Context: an optimization exercise on an open-source flow, tuned for small area, a short achievable clock period and few clock cycles per item. The choices shown serve that exercise and are no tape-out recipe. At most, simulation tests tie the RTL to the original design; equivalence was not proved.

==> inputs of 09-05 <==
## lotus_codec
module lotus_codec (
    input  wire         clk,
    input  wire         rst,
    input  wire         in_valid,
    output wire         in_ready,
    input  wire         in_op,
    input  wire [3:0]   in_j,
    input  wire [3:0]   in_t,
    input  wire [63:0]  in_value,
    input  wire [127:0] in_data,
    input  wire [4:0]   in_len,
    output wire         out_valid,
    input  wire         out_ready,
    output wire [2:0]   out_status,
    output wire [63:0]  out_value,
    output wire [127:0] out_code,
    output wire [7:0]   out_bits
);
clock: 13.0 ns
lec_check: 0
abc_clock_period_in_ps: 6000
cap_margin: 20
core_margin: 2
core_utilization: 55
setup_slack_margin: 5
slew_margin: 20
run.sh (not shown) runs the stock make flow with config.mk's settings and CLKGATE_MAP_FILE= SYNTH_SCRIPT=/design/flow/synth_recipe.tcl, a recipe that flattens the netlist after the stock synthesis.
==> inputs of 01-19, as changes to 09-05 <==
--- a/flow/design.v
+++ b/flow/design.v
@@ -18,26 +18,29 @@
 );
     localparam [2:0] ST_OK     = 3'd0,
                      ST_INVAL  = 3'd1,
                      ST_TOOBIG = 3'd3,
                      ST_EOF    = 3'd4;
     integer i, k, v;
     reg b_v;                        
     reg c_v;                        
-    wire adv = !c_v || out_ready;   
+    reg o_v;                        
+    wire adv = !o_v || out_ready;   
     assign in_ready  = adv;
-    assign out_valid = c_v;
+    assign out_valid = o_v;
     always @(posedge clk) begin
         if (rst) begin
             b_v <= 1'b0;
             c_v <= 1'b0;
+            o_v <= 1'b0;
         end else if (adv) begin
             b_v <= in_valid;
             c_v <= b_v;
+            o_v <= c_v;
         end
     end
     wire [3:0] j = in_j;
     wire [3:0] t = in_t;
     wire cfg_ok = (j >= 4'd1) && (j <= 4'd8) && (t >= 4'd1);
     wire wl4  = (j == 4'd1) && (t == 4'd1);
     wire wl28 = ((j == 4'd1) && (t == 4'd2)) || ((j == 4'd2) && (t == 4'd1));
     reg [8:1] jh;                       
@@ -90,21 +93,28 @@
             go = go | (jh[v] & lead0 & s[v - 1]);
         end
     end
     wire big0 = (jh[7] & s[0]) | (jh[8] & (s[0] | s[1]));
     wire [2:0] d_st0 = !cfg_ok ? ST_INVAL :
                        (in_len == 5'd0) ? ST_EOF :
                        big0 ? ST_TOOBIG : ST_OK;
     wire [8:0] nbj = {1'b0, in_len, 3'b000} - {5'd0, j};    
+    reg [14:0] avl;
+    always @(*) begin
+        avl = 15'd0;
+        for (i = 0; i < 15; i = i + 1)
+            for (v = 1; v <= 8; v = v + 1)
+                if (jh[v] && ({3'd0, in_len} >= (v + 2 * i + 2 + 7) / 8)) avl[i] = 1'b1;
+    end
     reg [15:0] pr, fz;
     reg        pfx;
     always @(*) begin
         for (i = 0; i < 15; i = i + 1)
-            pr[i] = !sj[2 * i] && sj[2 * i + 1] && (!nbj[8] && nbj >= 2 * i + 2) && (i < t);
+            pr[i] = !sj[2 * i] && sj[2 * i + 1] && avl[i] && (i < t);
         pr[15] = 1'b0;
         pfx = go;
         fz[0] = !go || !pr[0];
         for (i = 1; i < 16; i = i + 1) begin
             pfx = pfx & pr[i - 1];
             fz[i] = pfx & !pr[i];
         end
     end
@@ -127,31 +137,33 @@
                 if (fz[i] && (t == i + k)) remf[k] = 1'b1;
     end
     reg         r_op;
     reg [127:0] r_x;        
     reg [3:0]   r_j, r_t;
     reg         r_wl4, r_wl28;
     reg [2:0]   r_st;       
     reg [6:0]   r_w;        
+    reg [6:2]   r_a;        
     reg [6:0]   r_nqj;      
     reg [8:0]   r_nbj;      
     reg [3:0]   r_n;        
     reg [10:0]  r_W;
     reg [3:0]   r_remf;
     always @(posedge clk) begin
         if (adv) begin
             r_op   <= in_op;
             r_x    <= in_op ? in_data : {63'd0, m2top, m2};
             r_j    <= j;
             r_t    <= t;
             r_wl4  <= wl4;
             r_wl28 <= wl28;
             r_st   <= in_op ? d_st0 : e_st;
             r_w    <= in_op ? js[6:0] + 7'd1 : pw_e;
+            for (i = 2; i <= 6; i = i + 1) r_a[i] <= (js == i - 1);
             r_nqj  <= 7'd107 - {3'd0, j};
             r_nbj  <= nbj;
             r_n    <= n;
             r_W    <= W;
             r_remf <= remf;
         end
     end
     wire wl64 = !r_wl4 && !r_wl28;
@@ -165,18 +177,17 @@
         else                   kw = (r_t == 4'd1) ? 4'd6 : 4'd9;
     end
     wire [5:0] jt    = {2'd0, r_j} + ((r_t >= 4'd3) ? {1'b0, r_t, 1'b0} - 6'd4 : 6'd0);
     wire [7:0] e_len = {1'b0, pwb} + {4'd0, kw} + {2'd0, jt};
     wire [6:0]  wa = r_w;
     wire [10:0] Wb = r_W;
     wire [7:0]  avb  = r_nbj[7:0] - {3'd0, r_n, 1'b0};     
     wire [6:0]  r_nq = r_nqj - {2'd0, r_n, 1'b0};           
-    wire a2 = (wa == 7'd2), a3 = (wa == 7'd3), a4 = (wa == 7'd4),
-         a5 = (wa == 7'd5), a6 = (wa == 7'd6);
+    wire a2 = r_a[2], a3 = r_a[3], a4 = r_a[4], a5 = r_a[5], a6 = r_a[6];
     wire [1:0] f1_2 = {Wb[0], Wb[1]};
     wire [2:0] f1_3 = {Wb[0], Wb[1], Wb[2]};
     wire [3:0] f1_4 = {Wb[0], Wb[1], Wb[2], Wb[3]};
     wire [4:0] f1_5 = {Wb[0], Wb[1], Wb[2], Wb[3], Wb[4]};
     wire [5:0] f1_6 = {Wb[0], Wb[1], Wb[2], Wb[3], Wb[4], Wb[5]};
     wire [6:0] d1 = a2 ? 7'd1 + f1_2 : a3 ? 7'd5 + f1_3 : a4 ? 7'd13 + f1_4 :
                     a5 ? 7'd29 + f1_5 : 7'd61 + f1_6;
     wire b3 = a2 && (f1_2 == 2'd2);         
@@ -225,23 +236,48 @@
         else                                                   t_st = ST_TOOBIG;   
     end
     wire [6:0] r_q   = 7'd107 - r_nq;                     
     wire [7:0] d_end = {1'b0, r_q} + {1'b0, e};
     wire [2:0] d_pre = (r_st != ST_OK)  ? r_st :
                        (t_st != ST_OK)  ? t_st :
                        ({1'b0, e} > avb) ? ST_EOF : ST_OK;
     wire [6:0] rot = r_op ? r_nq - e : e_len[6:0];
+    reg  [127:0] xa;
+    always @(*) begin
+        xa = r_x;
+        for (k = 0; k < 4; k = k + 1)
+            if (rot[k]) xa = (xa >> (1 << k)) | (xa << (128 - (1 << k)));
+    end
+    reg          s_op;
+    reg [127:0]  s_x;       
+    reg [6:4]    s_rh;      
+    reg [6:0]    s_pw;      
+    reg [3:0]    s_j, s_t;
+    reg [2:0]    s_st;
+    reg [7:0]    s_bits;
+    always @(posedge clk) begin
+        if (adv) begin
+            s_op   <= r_op;
+            s_x    <= xa;
+            s_rh   <= rot[6:4];
+            s_pw   <= r_op ? pw_d : pwb;
+            s_j    <= r_j;
+            s_t    <= r_t;
+            s_st   <= r_op ? d_pre : r_st;
+            s_bits <= r_op ? d_end : e_len;
+        end
+    end
     reg  [127:0] xr;
     always @(*) begin
-        xr = r_x;
-        for (k = 0; k < 7; k = k + 1)
-            if (rot[k]) xr = (xr >> (1 << k)) | (xr << (128 - (1 << k)));
+        xr = s_x;
+        for (k = 4; k < 7; k = k + 1)
+            if (s_rh[k]) xr = (xr >> (1 << k)) | (xr << (128 - (1 << k)));
     end
-    wire [6:0] pp = pwb + 7'd3;
+    wire [6:0] pp = s_pw + 7'd3;
     wire [2:0] hw1 = pp[6] ? 3'd6 : pp[5] ? 3'd5 : pp[4] ? 3'd4 : pp[3] ? 3'd3 : 3'd2;
     reg  [5:0] p1x;         
     always @(*) begin
         case (hw1)
             3'd2:    p1x = {pp[1], ~pp[0], 4'd0};
             3'd3:    p1x = {pp[2:1], ~pp[0], 3'd0};
             3'd4:    p1x = {pp[3:1], ~pp[0], 2'd0};
             3'd5:    p1x = {pp[4:1], ~pp[0], 1'd0};
@@ -250,70 +286,67 @@
     end
     wire       w2is3 = hw1[2] && (hw1 != 3'd4);               
     wire [1:0] p2_2  = hw1[1:0] - 2'd1;                        
     wire [2:0] p2_3  = {2'b00, hw1[1]};                        
     reg  [10:0] tailx;      
     reg  [3:0]  tl;         
     reg  [2:0]  jsv;        
     always @(*) begin
-        if (r_t == 4'd1) begin
+        if (s_t == 4'd1) begin
             tailx = {p1x, 5'd0};
             tl    = {1'b0, hw1};
             jsv   = hw1 - 3'd1;
-        end else if (r_t == 4'd2) begin
+        end else if (s_t == 4'd2) begin
             tailx = w2is3 ? {p2_3, p1x, 2'd0} : {p2_2, p1x, 3'd0};
             tl    = {1'b0, hw1} + (w2is3 ? 4'd3 : 4'd2);
             jsv   = w2is3 ? 3'd2 : 3'd1;
         end else begin
             tailx = w2is3 ? {2'b10, p2_3, p1x} : {2'b01, p2_2, p1x, 1'd0};
             tl    = {1'b0, hw1} + (w2is3 ? 4'd5 : 4'd4);
             jsv   = 3'd1;
         end
     end
-    wire [5:0]  toff    = {2'd0, r_j} + ((r_t >= 4'd3) ? {1'b0, r_t, 1'b0} - 6'd6 : 6'd0);
+    wire [5:0]  toff    = {2'd0, s_j} + ((s_t >= 4'd3) ? {1'b0, s_t, 1'b0} - 6'd6 : 6'd0);
     wire [42:0] tail_sh = {tailx, 32'd0} >> toff;    
     reg  [42:0] hd;         
     always @(*) begin
         for (i = 0; i < 43; i = i + 1)
             hd[42 - i] = tail_sh[42 - i] |
-                         ((i >= r_j) && (i < toff) && ((i - r_j) & 1)) |
-                         ((i + 1 == r_j) && jsv[0]) | ((i + 2 == r_j) && jsv[1]) |
-                         ((i + 3 == r_j) && jsv[2]);
+                         ((i >= s_j) && (i < toff) && ((i - s_j) & 1)) |
+                         ((i + 1 == s_j) && jsv[0]) | ((i + 2 == s_j) && jsv[1]) |
+                         ((i + 3 == s_j) && jsv[2]);
     end
-    reg [64:0] d_g;
+    reg [64:0] g;
     always @(*)
         for (i = 0; i < 65; i = i + 1)
-            d_g[i] = (i < pw_d) ? xr[21 + i] : (i == pw_d);
-    wire [2:0] d_pre2 = (d_pre != ST_OK) ? d_pre :
-                        (pw_d == 7'd1 && !xr[21]) ? ST_INVAL : ST_OK;
-    reg          s_op;
-    reg [127:21] s_x;       
-    reg [2:0]    s_st;
-    reg [7:0]    s_bits;
-    always @(posedge clk) begin
-        if (adv) begin
-            s_op   <= r_op;
-            s_x    <= r_op ? {xr[127:86], d_g} : (xr[127:21] ^ {hd, 64'd0});
-            s_st   <= r_op ? d_pre2 : r_st;
-            s_bits <= r_op ? d_end : e_len;
-        end
-    end
-    assign out_code = {s_x, 21'd0};
-    wire [64:0] g = s_x[85:21];
+            g[i] = (i < s_pw) ? xr[21 + i] : (i == s_pw);
+    wire d_inval_p = (s_pw == 7'd1) && !xr[21];
     reg  [64:0] d_val;
     reg  [63:0] pz2;        
     always @(*) begin
         pz2 = ~g[63:0];
         pz2[1:0] = 2'b11;
         for (k = 0; k < 6; k = k + 1)
             for (i = 0; i < 64; i = i + 1)
                 if ((i >> k) & 1) pz2[i] = pz2[i] & pz2[((i >> k) << k) - 1];
         d_val[0] = ~g[0];
         d_val[1] = g[1] ^ g[0];
         for (i = 2; i < 65; i = i + 1)
             d_val[i] = g[i] ^ (~(g[1] & g[0]) & pz2[i - 1]);
     end
-    assign out_value  = d_val[63:0];
-    assign out_bits   = s_bits;
-    assign out_status = (!s_op || s_st != ST_OK) ? s_st :
-                        d_val[64] ? ST_TOOBIG : ST_OK;
+    reg [127:21] o_x;
+    reg [2:0]    o_st;
+    reg [7:0]    o_bits;
+    always @(posedge clk) begin
+        if (adv) begin
+            o_x    <= s_op ? {xr[127:85], d_val[63:0]} : (xr[127:21] ^ {hd, 64'd0});
+            o_st   <= (!s_op || s_st != ST_OK) ? s_st :
+                      d_inval_p ? ST_INVAL :
+                      d_val[64] ? ST_TOOBIG : ST_OK;
+            o_bits <= s_bits;
+        end
+    end
+    assign out_code   = {o_x, 21'd0};
+    assign out_value  = o_x[84:21];
+    assign out_bits   = o_bits;
+    assign out_status = o_st;
 endmodule
==> flow/flow/run.sh (new file) <==
#!/bin/bash
# The standard layout with two changes to how it is made (the design's clock
# period and constraints are unchanged):
# - timing repair aims 7.3 ns below the clock period;
# - the port buffers are sky130_fd_sc_hd__buf_2 (every port still gets one).
set -euo pipefail
bash standard.sh SETUP_SLACK_MARGIN=7.3 "BUFFER_PORTS_ARGS=-buffer_cell sky130_fd_sc_hd__buf_2" finish > standard.log 2>&1
==> flow/standard.sh (new file) <==
#!/bin/bash
# synth_recipe.tcl (not shown) runs the flow's synth.tcl, then flattens the netlist and writes it again
# the make line also repeats each setting of config.mk as NAME=value (left out here)
make -C /OpenROAD-flow-scripts/flow DESIGN_CONFIG=/design/flow/config.mk WORK_HOME=/design/flow/orfs CLKGATE_MAP_FILE= SYNTH_SCRIPT=/design/flow/synth_recipe.tcl "${@:-finish}"
==> flow/config.mk (replaced) <==
export PLATFORM = sky130hd
export DESIGN_NAME = lotus_codec
export DESIGN_NICKNAME = lotus_codec
export VERILOG_FILES = /design/flow/design.v
export SDC_FILE = /design/flow/constraint.sdc
export NUM_CORES = 4
export LEC_CHECK = 0
export CAP_MARGIN = 20
export CORE_MARGIN = 2
export CORE_UTILIZATION = 55
export SLEW_MARGIN = 20
removed: flow/run.sh
==> inputs of 12-08, as changes to 09-05 <==
--- a/flow/design.v
+++ b/flow/design.v
@@ -18,26 +18,29 @@
 );
     localparam [2:0] ST_OK     = 3'd0,
                      ST_INVAL  = 3'd1,
                      ST_TOOBIG = 3'd3,
                      ST_EOF    = 3'd4;
     integer i, k, v;
     reg b_v;                        
     reg c_v;                        
-    wire adv = !c_v || out_ready;   
+    reg o_v;                        
+    wire adv = !o_v || out_ready;   
     assign in_ready  = adv;
-    assign out_valid = c_v;
+    assign out_valid = o_v;
     always @(posedge clk) begin
         if (rst) begin
             b_v <= 1'b0;
             c_v <= 1'b0;
+            o_v <= 1'b0;
         end else if (adv) begin
             b_v <= in_valid;
             c_v <= b_v;
+            o_v <= c_v;
         end
     end
     wire [3:0] j = in_j;
     wire [3:0] t = in_t;
     wire cfg_ok = (j >= 4'd1) && (j <= 4'd8) && (t >= 4'd1);
     wire wl4  = (j == 4'd1) && (t == 4'd1);
     wire wl28 = ((j == 4'd1) && (t == 4'd2)) || ((j == 4'd2) && (t == 4'd1));
     reg [8:1] jh;                       
@@ -90,21 +93,28 @@
             go = go | (jh[v] & lead0 & s[v - 1]);
         end
     end
     wire big0 = (jh[7] & s[0]) | (jh[8] & (s[0] | s[1]));
     wire [2:0] d_st0 = !cfg_ok ? ST_INVAL :
                        (in_len == 5'd0) ? ST_EOF :
                        big0 ? ST_TOOBIG : ST_OK;
     wire [8:0] nbj = {1'b0, in_len, 3'b000} - {5'd0, j};    
+    reg [14:0] avl;
+    always @(*) begin
+        avl = 15'd0;
+        for (i = 0; i < 15; i = i + 1)
+            for (v = 1; v <= 8; v = v + 1)
+                if (jh[v] && ({3'd0, in_len} >= (v + 2 * i + 2 + 7) / 8)) avl[i] = 1'b1;
+    end
     reg [15:0] pr, fz;
     reg        pfx;
     always @(*) begin
         for (i = 0; i < 15; i = i + 1)
-            pr[i] = !sj[2 * i] && sj[2 * i + 1] && (!nbj[8] && nbj >= 2 * i + 2) && (i < t);
+            pr[i] = !sj[2 * i] && sj[2 * i + 1] && avl[i] && (i < t);
         pr[15] = 1'b0;
         pfx = go;
         fz[0] = !go || !pr[0];
         for (i = 1; i < 16; i = i + 1) begin
             pfx = pfx & pr[i - 1];
             fz[i] = pfx & !pr[i];
         end
     end
@@ -127,31 +137,33 @@
                 if (fz[i] && (t == i + k)) remf[k] = 1'b1;
     end
     reg         r_op;
     reg [127:0] r_x;        
     reg [3:0]   r_j, r_t;
     reg         r_wl4, r_wl28;
     reg [2:0]   r_st;       
     reg [6:0]   r_w;        
+    reg [6:2]   r_a;        
     reg [6:0]   r_nqj;      
     reg [8:0]   r_nbj;      
     reg [3:0]   r_n;        
     reg [10:0]  r_W;
     reg [3:0]   r_remf;
     always @(posedge clk) begin
         if (adv) begin
             r_op   <= in_op;
             r_x    <= in_op ? in_data : {63'd0, m2top, m2};
             r_j    <= j;
             r_t    <= t;
             r_wl4  <= wl4;
             r_wl28 <= wl28;
             r_st   <= in_op ? d_st0 : e_st;
             r_w    <= in_op ? js[6:0] + 7'd1 : pw_e;
+            for (i = 2; i <= 6; i = i + 1) r_a[i] <= (js == i - 1);
             r_nqj  <= 7'd107 - {3'd0, j};
             r_nbj  <= nbj;
             r_n    <= n;
             r_W    <= W;
             r_remf <= remf;
         end
     end
     wire wl64 = !r_wl4 && !r_wl28;
@@ -165,18 +177,17 @@
         else                   kw = (r_t == 4'd1) ? 4'd6 : 4'd9;
     end
     wire [5:0] jt    = {2'd0, r_j} + ((r_t >= 4'd3) ? {1'b0, r_t, 1'b0} - 6'd4 : 6'd0);
     wire [7:0] e_len = {1'b0, pwb} + {4'd0, kw} + {2'd0, jt};
     wire [6:0]  wa = r_w;
     wire [10:0] Wb = r_W;
     wire [7:0]  avb  = r_nbj[7:0] - {3'd0, r_n, 1'b0};     
     wire [6:0]  r_nq = r_nqj - {2'd0, r_n, 1'b0};           
-    wire a2 = (wa == 7'd2), a3 = (wa == 7'd3), a4 = (wa == 7'd4),
-         a5 = (wa == 7'd5), a6 = (wa == 7'd6);
+    wire a2 = r_a[2], a3 = r_a[3], a4 = r_a[4], a5 = r_a[5], a6 = r_a[6];
     wire [1:0] f1_2 = {Wb[0], Wb[1]};
     wire [2:0] f1_3 = {Wb[0], Wb[1], Wb[2]};
     wire [3:0] f1_4 = {Wb[0], Wb[1], Wb[2], Wb[3]};
     wire [4:0] f1_5 = {Wb[0], Wb[1], Wb[2], Wb[3], Wb[4]};
     wire [5:0] f1_6 = {Wb[0], Wb[1], Wb[2], Wb[3], Wb[4], Wb[5]};
     wire [6:0] d1 = a2 ? 7'd1 + f1_2 : a3 ? 7'd5 + f1_3 : a4 ? 7'd13 + f1_4 :
                     a5 ? 7'd29 + f1_5 : 7'd61 + f1_6;
     wire b3 = a2 && (f1_2 == 2'd2);         
@@ -292,28 +303,38 @@
     always @(posedge clk) begin
         if (adv) begin
             s_op   <= r_op;
             s_x    <= r_op ? {xr[127:86], d_g} : (xr[127:21] ^ {hd, 64'd0});
             s_st   <= r_op ? d_pre2 : r_st;
             s_bits <= r_op ? d_end : e_len;
         end
     end
-    assign out_code = {s_x, 21'd0};
     wire [64:0] g = s_x[85:21];
     reg  [64:0] d_val;
     reg  [63:0] pz2;        
     always @(*) begin
         pz2 = ~g[63:0];
         pz2[1:0] = 2'b11;
         for (k = 0; k < 6; k = k + 1)
             for (i = 0; i < 64; i = i + 1)
                 if ((i >> k) & 1) pz2[i] = pz2[i] & pz2[((i >> k) << k) - 1];
         d_val[0] = ~g[0];
         d_val[1] = g[1] ^ g[0];
         for (i = 2; i < 65; i = i + 1)
             d_val[i] = g[i] ^ (~(g[1] & g[0]) & pz2[i - 1]);
     end
-    assign out_value  = d_val[63:0];
-    assign out_bits   = s_bits;
-    assign out_status = (!s_op || s_st != ST_OK) ? s_st :
-                        d_val[64] ? ST_TOOBIG : ST_OK;
+    reg [127:21] o_x;
+    reg [2:0]    o_st;
+    reg [7:0]    o_bits;
+    always @(posedge clk) begin
+        if (adv) begin
+            o_x    <= s_op ? {s_x[127:85], d_val[63:0]} : s_x;
+            o_st   <= (!s_op || s_st != ST_OK) ? s_st :
+                      d_val[64] ? ST_TOOBIG : ST_OK;
+            o_bits <= s_bits;
+        end
+    end
+    assign out_code   = {o_x, 21'd0};
+    assign out_value  = o_x[84:21];
+    assign out_bits   = o_bits;
+    assign out_status = o_st;
 endmodule
==> flow/flow/run.sh (new file) <==
#!/bin/bash
# The standard layout with two changes to how it is made (the design's clock
# period and constraints are unchanged):
# - timing repair aims 7.3 ns below the clock period;
# - the port buffers are sky130_fd_sc_hd__buf_2 (every port still gets one).
set -euo pipefail
bash standard.sh SETUP_SLACK_MARGIN=7.3 "BUFFER_PORTS_ARGS=-buffer_cell sky130_fd_sc_hd__buf_2" finish > standard.log 2>&1
==> flow/standard.sh (new file) <==
#!/bin/bash
# synth_recipe.tcl (not shown) runs the flow's synth.tcl, then flattens the netlist and writes it again
# the make line also repeats each setting of config.mk as NAME=value (left out here)
make -C /OpenROAD-flow-scripts/flow DESIGN_CONFIG=/design/flow/config.mk WORK_HOME=/design/flow/orfs CLKGATE_MAP_FILE= SYNTH_SCRIPT=/design/flow/synth_recipe.tcl "${@:-finish}"
==> flow/config.mk (replaced) <==
export PLATFORM = sky130hd
export DESIGN_NAME = lotus_codec
export DESIGN_NICKNAME = lotus_codec
export VERILOG_FILES = /design/flow/design.v
export SDC_FILE = /design/flow/constraint.sdc
export NUM_CORES = 4
export LEC_CHECK = 0
export CAP_MARGIN = 20
export CORE_MARGIN = 2
export CORE_UTILIZATION = 55
export SLEW_MARGIN = 20
removed: flow/run.sh
==> metrics.json <==
{
  "synth_edf_count": {"value": 422},
  "post_synth_instance_area": {"value": 43100, "unit": "sq um"},
  "detailedPlacementHpwl": {"value": 123, "unit": "mm"},
  "finalPower": {"value": 13.0, "unit": "mW"},
  "finish.net_count": {"value": 5346},
  "p_leak": {"value": 21.1, "unit": "nW"},
  "compound_cell_area_share_of_the_yosys_netlist": {"value": 16.8, "unit": "%"},
  "pre_cts_slack": {"value": 4950, "unit": "ps"},
  "run_status": {"value": "finished clean"},
  "layout.non_clock_buffers": {"value": 667}
}
(the above is from 12-08)
==> metrics.json <==
{
  "finish.net_count": {"value": 4933},
  "post_synth_instance_area": {"value": 38500, "unit": "sq um"},
  "p_leak": {"value": 18.1, "unit": "nW"},
  "finalPower": {"value": 11.3, "unit": "mW"},
  "compound_cell_area_share_of_the_yosys_netlist": {"value": 18.8, "unit": "%"},
  "run_status": {"value": "finished clean"},
  "pre_cts_slack": {"value": 4050, "unit": "ps"},
  "layout.non_clock_buffers": {"value": 487},
  "detailedPlacementHpwl": {"value": 119, "unit": "mm"}
}
(the above is from 09-05)
==> metrics.json <==
{
  "run_status": {"value": "finished clean"},
  "finish.net_count": {"value": 5383},
  "detailedPlacementHpwl": {"value": 127, "unit": "mm"},
  "post_synth_instance_area": {"value": 45100, "unit": "sq um"},
  "pre_cts_slack": {"value": 5150, "unit": "ps"},
  "layout.non_clock_buffers": {"value": 629}
}
(the above is from 01-19)
Testbench counts of 09-05, summed over its fixed seeds: cycles 4,816, items 4,800.
Testbench counts of 12-08, summed over its fixed seeds: cycles 4,824, items 4,800.
The RTL of 01-19 was laid out without a check of its function.

-- afterwards: timing with drivers on the ports --
How much do the figures lean on ideal ports? The routed layouts below were timed once more, with nothing changed but the port constraints.
Step 1 (the two cells are an assumption about what drives the block):
set clk [get_ports {clk}]
set_driving_cell -lib_cell sky130_fd_sc_hd__clkbuf_16 $clk
set_driving_cell -lib_cell sky130_fd_sc_hd__buf_2 [delete_from_list [all_inputs] $clk]
Step 2 adds t to the input delays and takes it off the output delays; t is the mean of the earliest and latest rising clock arrival at the registers after step 1. Input paths then give back, and output paths get back, about the clock's delay inside the block.
Three values: ideal, step 1, step 2; two values: the first two.
run | shift t [ns] | setup slack, ns | worst data-port slew with drivers (ns)
09-05 | 0.632 | 5.199 / 5.128 / 4.663 | 0.10
01-19 | 0.684 | 7.266 / 7.298 / 6.614 | 0.09
12-08 | 0.683 | 7.144 / 7.131 / 6.629 | 0.10
After both steps every run listed still meets setup and hold. For 01-19, which loses most, drivers alone change the setup slack by +0.032 ns; drivers and shift together by -0.652 ns.
